Background: an optimization exercise with open tools, aiming at small area, a short achievable clock period and few clock cycles. Do not read the settings as production practice.
Only simulation tests tie the RTL to the original design; equivalence was not proved.
Power figures rest on the tool's default switching activity, not on a simulated workload.

## tsc_sponge
module tsc_sponge (
    input  wire         clk,
    input  wire         rst,         
    input  wire         cmd_valid,
    output wire         cmd_ready,
    input  wire [1:0]   cmd_op,      
    input  wire [7:0]   din_len,     
    input  wire [485:0] din,         
    output wire [485:0] dout,        
    output wire         absorbed     
);
    localparam N    = 729;
    localparam RATE = 243;
    localparam K    = 1;           
    localparam B    = 27;           
    function [1:0] trot(input [1:0] a, input [1:0] c);
        begin
            case (c)
                2'd1:    trot = {a[0] & ~a[1], ~a[1]};      
                2'd2:    trot = {~a[0], ~(a[0] & ~a[1])};   
                default: trot = a;
            endcase
        end
    endfunction
    function [1:0] tadd_port(input [1:0] a, input [1:0] b);
        tadd_port = trot(a, b[1] ? 2'd0 : b[0] ? 2'd2 : 2'd1);
    endfunction
    reg  [2*N-1:0] st;
    reg            abs_flag;
    reg            busy;
    reg            rdy;           
    reg  [4:0]     cnt;
    reg  [1:0]     rm;            
    wire has_data = (din_len != 8'd0);
  ...
==> flow/config.mk <==
export PLATFORM = sky130hd
export DESIGN_NAME = tsc_sponge
export DESIGN_NICKNAME = tsc_sponge
export VERILOG_FILES = /design/flow/design.v
export SDC_FILE = /design/flow/constraint.sdc
export NUM_CORES = 8
export LEC_CHECK = 0
export CAP_MARGIN = 15
export CORE_MARGIN = 2
export CORE_UTILIZATION = 38
export CTS_CLUSTER_DIAMETER = 100
export CTS_CLUSTER_SIZE = 16
export GPL_TIMING_DRIVEN = 0
export PLACE_DENSITY = 0.55
export SLEW_MARGIN = 15
==> flow/constraint.sdc <==
create_clock -name core_clock -period 6.5 [get_ports {clk}]
set_input_delay 1.3000 -clock core_clock [delete_from_list [all_inputs] [get_ports {clk}]]
set_output_delay 1.3000 -clock core_clock [all_outputs]
set_load 0.01 [all_outputs]
standard.sh (not shown) runs the stock make flow with config.mk's settings and CLKGATE_MAP_FILE= SYNTH_SCRIPT=/design/flow/synth_recipe.tcl, a recipe that flattens the netlist after the stock synthesis.
==> flow/flow/run.sh <==
#!/bin/bash
# Own layout flow: the standard flow (standard.sh, same synthesis script and
# config.mk settings), except that
#  - modules tsc_sub (substitution layer), tsc_upd and tsc_absupd (state update,
#    absorb) come from flow/tsc_map.v, hand-mapped netlists of the same functions
#    in sky130_fd_sc_hd cells;
#  - the ABC buffers are removed at floorplan instead of an early timing repair;
#  - the port buffers are buf_2 cells and the resizer may change a cell's footprint;
#  - after global placement, high-fanout nets get placement-based buffer trees
#    (flow/pre_resize.tcl, flow/trees.tcl) before the standard repair_design;
#  - timing repair after CTS and global routing aims SETUP_MARGIN ns below the period.
set -euo pipefail
W=$(pwd)
SETUP_MARGIN=${SETUP_MARGIN:-3.2}
awk 'BEGIN{skip=0} /^[ \t]*module[ \t]+(tsc_sub|tsc_upd|tsc_absupd)[ \t]*[(#]/{skip=1} {if(!skip)print} skip&&/^[ \t]*endmodule/{skip=0}' \
    design.v > layout_design.v
grep -qE "module (tsc_sub|tsc_upd|tsc_absupd)\b" layout_design.v && { echo "module not removed" >&2; exit 1; }
cat flow/tsc_map.v >> layout_design.v
sed "s#^export VERILOG_FILES *=.*#export VERILOG_FILES = $W/layout_design.v#" config.mk > config_own.mk
grep -q "layout_design.v" config_own.mk || { echo "VERILOG_FILES not set" >&2; exit 1; }
sed "s#$W/config.mk#$W/config_own.mk#g" standard.sh > own.sh
grep -q "config_own.mk" own.sh || { echo "config path not replaced" >&2; exit 1; }
bash own.sh REMOVE_ABC_BUFFERS=1 MATCH_CELL_FOOTPRINT=0 \
    "BUFFER_PORTS_ARGS=-buffer_cell sky130_fd_sc_hd__buf_2" \
    PRE_RESIZE_TCL=$W/flow/pre_resize.tcl \
    SETUP_SLACK_MARGIN=$SETUP_MARGIN finish > own_flow.log 2>&1
test -s out/final.def
==> flow/flow/tsc_map.v <==
// Gate-level versions of modules tsc_sub, tsc_upd and tsc_absupd of rtl/tsc_sponge.v
// (the same functions, in sky130_fd_sc_hd cells), used for the layout in their place.
// Trits are in the port code (bit 0: not 0, bit 1: -1).

// y = a1 & a2 | b1 & b2 | c1 & c2, as NAND-NAND
module tsc_sop3 (
    input  wire a1, a2, b1, b2, c1, c2,
    output wire y
);
    wire na, nb, nc;
    sky130_fd_sc_hd__nand2_1 u_a (.A(a1), .B(a2), .Y(na));
    sky130_fd_sc_hd__nand2_1 u_b (.A(b1), .B(b2), .Y(nb));
    sky130_fd_sc_hd__nand2_1 u_c (.A(c1), .B(c2), .Y(nc));
    sky130_fd_sc_hd__nand3_1 u_y (.A(na), .B(nb), .C(nc), .Y(y));
endmodule

// t = a + q, a one-hot (z: 0, m: -1, p: +1), q one-hot; t in the port code. Its
// outputs drive the index scramble, a long wire, so they come from larger cells.
module tsc_tsum (
    input  wire       az, am, ap,
    input  wire       qz, qm, qp,
    output wire [1:0] t
);
    wire z1, z2, z3, m1, m2, m3;
    sky130_fd_sc_hd__nand2_1 u_z1 (.A(az), .B(qz), .Y(z1));
    sky130_fd_sc_hd__nand2_1 u_z2 (.A(ap), .B(qm), .Y(z2));
    sky130_fd_sc_hd__nand2_1 u_z3 (.A(am), .B(qp), .Y(z3));
    sky130_fd_sc_hd__and3_2  u_nz (.A(z1), .B(z2), .C(z3), .X(t[0]));
    sky130_fd_sc_hd__nand2_1 u_m1 (.A(az), .B(qm), .Y(m1));
    sky130_fd_sc_hd__nand2_1 u_m2 (.A(am), .B(qz), .Y(m2));
    sky130_fd_sc_hd__nand2_1 u_m3 (.A(ap), .B(qp), .Y(m3));
    sky130_fd_sc_hd__nand3_2 u_m  (.A(m1), .B(m2), .C(m3), .Y(t[1]));
endmodule

// t[i] = s[i-D] + s[i] + s[i+D]
module tsc_sub #(
    parameter integer D = 1
) (
    input  wire [1457:0] s,
    output wire [1457:0] t
);
    localparam N = 729;
    wire [N-1:0] z, p;
    genvar i, m;
    generate
        for (i = 0; i < N; i = i + 1) begin : g_h
            sky130_fd_sc_hd__inv_1  u_z (.A(s[2*i]), .Y(z[i]));
            sky130_fd_sc_hd__nor2_1 u_p (.A(z[i]), .B(s[2*i+1]), .Y(p[i]));
        end
        for (m = 0; m < N; m = m + 2) begin : g_pair
            localparam integer I0 = (m * D) % N;
            localparam integer I1 = ((m + 1) * D) % N;
            localparam integer IM = ((m + N - 1) * D) % N;
            localparam integer IP = ((m + 2) * D) % N;
            wire qp, qm, qz;
            tsc_sop3 u_qp (.a1(z[I0]), .a2(p[I1]), .b1(p[I0]), .b2(z[I1]), .c1(s[2*I0+1]), .c2(s[2*I1+1]), .y(qp));
            tsc_sop3 u_qm (.a1(z[I0]), .a2(s[2*I1+1]), .b1(s[2*I0+1]), .b2(z[I1]), .c1(p[I0]), .c2(p[I1]), .y(qm));
            sky130_fd_sc_hd__nor2_1 u_qz (.A(qp), .B(qm), .Y(qz));
            tsc_tsum u_t0 (.az(z[IM]), .am(s[2*IM+1]), .ap(p[IM]), .qz(qz), .qm(qm), .qp(qp), .t(t[2*I0 +: 2]));
            if (m < N - 1) begin : g_t1
                tsc_tsum u_t1 (.az(z[IP]), .am(s[2*IP+1]), .ap(p[IP]), .qz(qz), .qm(qm), .qp(qp), .t(t[2*I1 +: 2]));
            end
        end
    endgenerate
endmodule

// d = take & x | keep & s
module tsc_upd (
    input  wire [W-1:0] x,
    input  wire [W-1:0] s,
    input  wire         take,
    input  wire         keep,
    output wire [W-1:0] d
);
    parameter integer W = 1458;
    genvar i;
    generate
        for (i = 0; i < W; i = i + 1) begin : g_d
            sky130_fd_sc_hd__a22o_1 u_d (.A1(take), .A2(x[i]), .B1(keep), .B2(s[i]), .X(d[i]));
        end
    endgenerate
endmodule

// Rate lanes of the state update with the absorb (see tsc_absupd in rtl/tsc_sponge.v).
// The lane decode of len is split in two 4-bit halves: i < len is
// (i/16 < len/16) | (i/16 == len/16) & (i%16 < len%16).
module tsc_absupd (
    input  wire [485:0] x,
    input  wire [485:0] s,
    input  wire [485:0] din,
    input  wire [7:0]   len,
    input  wire         take,
    input  wire         keep,
    input  wire         ea,
    input  wire         ef,
    output wire [485:0] d
);
    wire [15:0] ah_lt, ah_eq, bl_lt, bl_eq;
    genvar i;
    generate
        for (i = 0; i < 16; i = i + 1) begin : g_pre
            assign ah_lt[i] = (i < len[7:4]);
            assign ah_eq[i] = (i == len[7:4]);
            assign bl_lt[i] = (i < len[3:0]);
            assign bl_eq[i] = (i == len[3:0]);
        end
        for (i = 0; i < 243; i = i + 1) begin : g_lane
            wire c1, c2, lt, eq, r1, r2, r0, g0, g1, g2, z, p, nm, np, pa, pb, ma, mb;
            sky130_fd_sc_hd__nor2_1   u_c1 (.A(din[2*i]), .B(din[2*i+1]), .Y(c1));
            sky130_fd_sc_hd__nor2b_1  u_c2 (.A(din[2*i+1]), .B_N(din[2*i]), .Y(c2));
            sky130_fd_sc_hd__a21o_1   u_lt (.A1(ah_eq[i/16]), .A2(bl_lt[i%16]), .B1(ah_lt[i/16]), .X(lt));
            sky130_fd_sc_hd__and2_1   u_eq (.A(ah_eq[i/16]), .B(bl_eq[i%16]), .X(eq));
            sky130_fd_sc_hd__and2_1   u_r1 (.A(lt), .B(c1), .X(r1));
            sky130_fd_sc_hd__a21o_1   u_r2 (.A1(lt), .A2(c2), .B1(eq), .X(r2));
            sky130_fd_sc_hd__nor2_1   u_r0 (.A(r1), .B(r2), .Y(r0));
            sky130_fd_sc_hd__a221o_1  u_g0 (.A1(ea), .A2(din[2*i+1]), .B1(ef), .B2(r0), .C1(keep), .X(g0));
            sky130_fd_sc_hd__a22o_1   u_g1 (.A1(ea), .A2(c1), .B1(ef), .B2(r1), .X(g1));
            sky130_fd_sc_hd__a22o_1   u_g2 (.A1(ea), .A2(c2), .B1(ef), .B2(r2), .X(g2));
            sky130_fd_sc_hd__inv_1    u_z  (.A(s[2*i]), .Y(z));
            sky130_fd_sc_hd__nor2_1   u_pp (.A(z), .B(s[2*i+1]), .Y(p));
            sky130_fd_sc_hd__inv_1    u_nm (.A(s[2*i+1]), .Y(nm));
            sky130_fd_sc_hd__inv_1    u_np (.A(p), .Y(np));
            sky130_fd_sc_hd__a22oi_1  u_pa (.A1(take), .A2(x[2*i]), .B1(g0), .B2(s[2*i]), .Y(pa));
            sky130_fd_sc_hd__a22oi_1  u_pb (.A1(g1), .A2(nm), .B1(g2), .B2(np), .Y(pb));
            sky130_fd_sc_hd__nand2_1  u_p  (.A(pa), .B(pb), .Y(d[2*i]));
            sky130_fd_sc_hd__a22oi_1  u_ma (.A1(take), .A2(x[2*i+1]), .B1(g0), .B2(s[2*i+1]), .Y(ma));
            sky130_fd_sc_hd__a22oi_1  u_mb (.A1(g1), .A2(p), .B1(g2), .B2(z), .Y(mb));
            sky130_fd_sc_hd__nand2_1  u_m  (.A(ma), .B(mb), .Y(d[2*i+1]));
        end
    endgenerate
endmodule
Other scripts of this flow, unchanged in this note and not shown: flow/flow/pre_resize.tcl, flow/flow/trees.tcl
The baseline ran to the end with no violations.
Testbench counts at the start, summed over its fixed seeds: cycles 32,184.
Change:
--- a/flow/flow/run.sh
+++ b/flow/flow/run.sh
@@ -14 +14 @@
-SETUP_MARGIN=${SETUP_MARGIN:-3.2}
+SETUP_MARGIN=${SETUP_MARGIN:-3.5}
--- a/flow/flow/tsc_map.v
+++ b/flow/flow/tsc_map.v
@@ -14,0 +15,12 @@
+endmodule
+
+// y = a1 & a2 | b1 & b2 | c1 & c2, as NAND-NAND with a larger output stage
+module tsc_sop3_x2 (
+    input  wire a1, a2, b1, b2, c1, c2,
+    output wire y
+);
+    wire na, nb, nc;
+    sky130_fd_sc_hd__nand2_1 u_a (.A(a1), .B(a2), .Y(na));
+    sky130_fd_sc_hd__nand2_1 u_b (.A(b1), .B(b2), .Y(nb));
+    sky130_fd_sc_hd__nand2_1 u_c (.A(c1), .B(c2), .Y(nc));
+    sky130_fd_sc_hd__nand3_2 u_y (.A(na), .B(nb), .C(nc), .Y(y));
@@ -47,2 +59,2 @@
-            sky130_fd_sc_hd__inv_1  u_z (.A(s[2*i]), .Y(z[i]));
-            sky130_fd_sc_hd__nor2_1 u_p (.A(z[i]), .B(s[2*i+1]), .Y(p[i]));
+            sky130_fd_sc_hd__inv_2  u_z (.A(s[2*i]), .Y(z[i]));
+            sky130_fd_sc_hd__nor2_2 u_p (.A(z[i]), .B(s[2*i+1]), .Y(p[i]));
@@ -56,3 +68,3 @@
-            tsc_sop3 u_qp (.a1(z[I0]), .a2(p[I1]), .b1(p[I0]), .b2(z[I1]), .c1(s[2*I0+1]), .c2(s[2*I1+1]), .y(qp));
-            tsc_sop3 u_qm (.a1(z[I0]), .a2(s[2*I1+1]), .b1(s[2*I0+1]), .b2(z[I1]), .c1(p[I0]), .c2(p[I1]), .y(qm));
-            sky130_fd_sc_hd__nor2_1 u_qz (.A(qp), .B(qm), .Y(qz));
+            tsc_sop3_x2 u_qp (.a1(z[I0]), .a2(p[I1]), .b1(p[I0]), .b2(z[I1]), .c1(s[2*I0+1]), .c2(s[2*I1+1]), .y(qp));
+            tsc_sop3_x2 u_qm (.a1(z[I0]), .a2(s[2*I1+1]), .b1(s[2*I0+1]), .b2(z[I1]), .c1(p[I0]), .c2(p[I1]), .y(qm));
+            sky130_fd_sc_hd__nor2_2 u_qz (.A(qp), .B(qm), .Y(qz));
CORE_UTILIZATION = 35   (was 38)
Result:
- routed wire length rose by 1.5%
- combinational power rose by about 7%
- sequential cell count is unchanged
- die area rose by about 14%
- non-clock buffer count rose by 94
- area after synthesis rose by about 5%
- total power rose by 2.1%
- final cell count rose by about 2.7%
- design area rose by about 7.5%
- clock-buffer cell count fell by 10
Change:
--- a/flow/flow/run.sh
+++ b/flow/flow/run.sh
@@ -14 +14 @@
-SETUP_MARGIN=${SETUP_MARGIN:-3.5}
+SETUP_MARGIN=${SETUP_MARGIN:-3.6}
--- a/flow/flow/tsc_map.v
+++ b/flow/flow/tsc_map.v
@@ -17,14 +17 @@
-// y = a1 & a2 | b1 & b2 | c1 & c2, as NAND-NAND with a larger output stage
-module tsc_sop3_x2 (
-    input  wire a1, a2, b1, b2, c1, c2,
-    output wire y
-);
-    wire na, nb, nc;
-    sky130_fd_sc_hd__nand2_1 u_a (.A(a1), .B(a2), .Y(na));
-    sky130_fd_sc_hd__nand2_1 u_b (.A(b1), .B(b2), .Y(nb));
-    sky130_fd_sc_hd__nand2_1 u_c (.A(c1), .B(c2), .Y(nc));
-    sky130_fd_sc_hd__nand3_2 u_y (.A(na), .B(nb), .C(nc), .Y(y));
-endmodule
-
-// t = a + q, a one-hot (z: 0, m: -1, p: +1), q one-hot; t in the port code. Its
-// outputs drive the index scramble, a long wire, so they come from larger cells.
+// t = a + q, a one-hot (z: 0, m: -1, p: +1), q one-hot; t in the port code
@@ -36,9 +23,2 @@
-    wire z1, z2, z3, m1, m2, m3;
-    sky130_fd_sc_hd__nand2_1 u_z1 (.A(az), .B(qz), .Y(z1));
-    sky130_fd_sc_hd__nand2_1 u_z2 (.A(ap), .B(qm), .Y(z2));
-    sky130_fd_sc_hd__nand2_1 u_z3 (.A(am), .B(qp), .Y(z3));
-    sky130_fd_sc_hd__and3_2  u_nz (.A(z1), .B(z2), .C(z3), .X(t[0]));
-    sky130_fd_sc_hd__nand2_1 u_m1 (.A(az), .B(qm), .Y(m1));
-    sky130_fd_sc_hd__nand2_1 u_m2 (.A(am), .B(qz), .Y(m2));
-    sky130_fd_sc_hd__nand2_1 u_m3 (.A(ap), .B(qp), .Y(m3));
-    sky130_fd_sc_hd__nand3_2 u_m  (.A(m1), .B(m2), .C(m3), .Y(t[1]));
+    sky130_fd_sc_hd__a222oi_1 u_nz (.A1(az), .A2(qz), .B1(ap), .B2(qm), .C1(am), .C2(qp), .Y(t[0]));
+    tsc_sop3 u_m (.a1(az), .a2(qm), .b1(am), .b2(qz), .c1(ap), .c2(qp), .y(t[1]));
@@ -59,2 +39,2 @@
-            sky130_fd_sc_hd__inv_2  u_z (.A(s[2*i]), .Y(z[i]));
-            sky130_fd_sc_hd__nor2_2 u_p (.A(z[i]), .B(s[2*i+1]), .Y(p[i]));
+            sky130_fd_sc_hd__inv_1  u_z (.A(s[2*i]), .Y(z[i]));
+            sky130_fd_sc_hd__nor2_1 u_p (.A(z[i]), .B(s[2*i+1]), .Y(p[i]));
@@ -68,3 +48,3 @@
-            tsc_sop3_x2 u_qp (.a1(z[I0]), .a2(p[I1]), .b1(p[I0]), .b2(z[I1]), .c1(s[2*I0+1]), .c2(s[2*I1+1]), .y(qp));
-            tsc_sop3_x2 u_qm (.a1(z[I0]), .a2(s[2*I1+1]), .b1(s[2*I0+1]), .b2(z[I1]), .c1(p[I0]), .c2(p[I1]), .y(qm));
-            sky130_fd_sc_hd__nor2_2 u_qz (.A(qp), .B(qm), .Y(qz));
+            tsc_sop3 u_qp (.a1(z[I0]), .a2(p[I1]), .b1(p[I0]), .b2(z[I1]), .c1(s[2*I0+1]), .c2(s[2*I1+1]), .y(qp));
+            tsc_sop3 u_qm (.a1(z[I0]), .a2(s[2*I1+1]), .b1(s[2*I0+1]), .b2(z[I1]), .c1(p[I0]), .c2(p[I1]), .y(qm));
+            sky130_fd_sc_hd__nor2_1 u_qz (.A(qp), .B(qm), .Y(qz));
CORE_UTILIZATION = 30   (was 35)
PLACE_DENSITY = 0.5   (was 0.55)
What happened:
- The changed run finished but failed the layout checks on slew limit
- routed wire length came out lower slightly
- sequential cell count does not change
- synthesized area came out lower by roughly a tenth
- count of clock-buffer cells in the layout came out higher by 8
- cell count came out lower by a little under a tenth
- synthesized cell count came out lower by roughly a tenth
- design area came out lower by a little under a tenth
- worst hold slack loses 0.017 ns
- setup slack loses 0.072 ns
Change:
--- a/flow/flow/tsc_map.v
+++ b/flow/flow/tsc_map.v
@@ -17 +17,2 @@
-// t = a + q, a one-hot (z: 0, m: -1, p: +1), q one-hot; t in the port code
+// t = a + q, a one-hot (z: 0, m: -1, p: +1), q one-hot; t in the port code. Its
+// outputs drive the index scramble, a long wire, so they come from larger cells.
@@ -23,2 +24,9 @@
-    sky130_fd_sc_hd__a222oi_1 u_nz (.A1(az), .A2(qz), .B1(ap), .B2(qm), .C1(am), .C2(qp), .Y(t[0]));
-    tsc_sop3 u_m (.a1(az), .a2(qm), .b1(am), .b2(qz), .c1(ap), .c2(qp), .y(t[1]));
+    wire z1, z2, z3, m1, m2, m3;
+    sky130_fd_sc_hd__nand2_1 u_z1 (.A(az), .B(qz), .Y(z1));
+    sky130_fd_sc_hd__nand2_1 u_z2 (.A(ap), .B(qm), .Y(z2));
+    sky130_fd_sc_hd__nand2_1 u_z3 (.A(am), .B(qp), .Y(z3));
+    sky130_fd_sc_hd__and3_2  u_nz (.A(z1), .B(z2), .C(z3), .X(t[0]));
+    sky130_fd_sc_hd__nand2_1 u_m1 (.A(az), .B(qm), .Y(m1));
+    sky130_fd_sc_hd__nand2_1 u_m2 (.A(am), .B(qz), .Y(m2));
+    sky130_fd_sc_hd__nand2_1 u_m3 (.A(ap), .B(qp), .Y(m3));
+    sky130_fd_sc_hd__nand3_2 u_m  (.A(m1), .B(m2), .C(m3), .Y(t[1]));
Effect: The new run passed the timing, DRC and antenna checks. Area after synthesis came out higher by about 9%. Routed wire length is higher by 7.8%. Via count rose by about 6%. Setup slack improved by 0.025 ns.

## re-timing with driven ports
Ports are ideal in the flow. The routed layouts listed here were re-timed in OpenROAD.
Step 1 (the two cells are an assumption about what drives the block):
set clk [get_ports {clk}]
set_driving_cell -lib_cell sky130_fd_sc_hd__clkbuf_16 $clk
set_driving_cell -lib_cell sky130_fd_sc_hd__buf_2 [delete_from_list [all_inputs] $clk]
Step 2 times the ports against the registers' clock, not the clock port: input delays grow and output delays shrink by t, the midpoint of the rising clock arrivals with the driver on.
a / b / c = ideal ports / drivers / drivers and shift; a / b = the first two.
run | shift t [ns] | setup WS [ns] | clock arrival spread, ns
the first run | 1.033 | 2.927 / 2.927 / 2.100 | 0.056 / 0.056
the second run | 1.067 | 3.272 / 3.327 / 2.262 | 0.049 / 0.048
the third run | 1.060 | 3.199 / 3.199 / 2.235 | 0.087 / 0.087
the fourth run | 1.090 | 3.224 / 3.224 / 2.346 | 0.069 / 0.069
For the second run, which loses most, drivers alone change the setup slack by +0.055 ns; drivers and shift together by -1.010 ns.
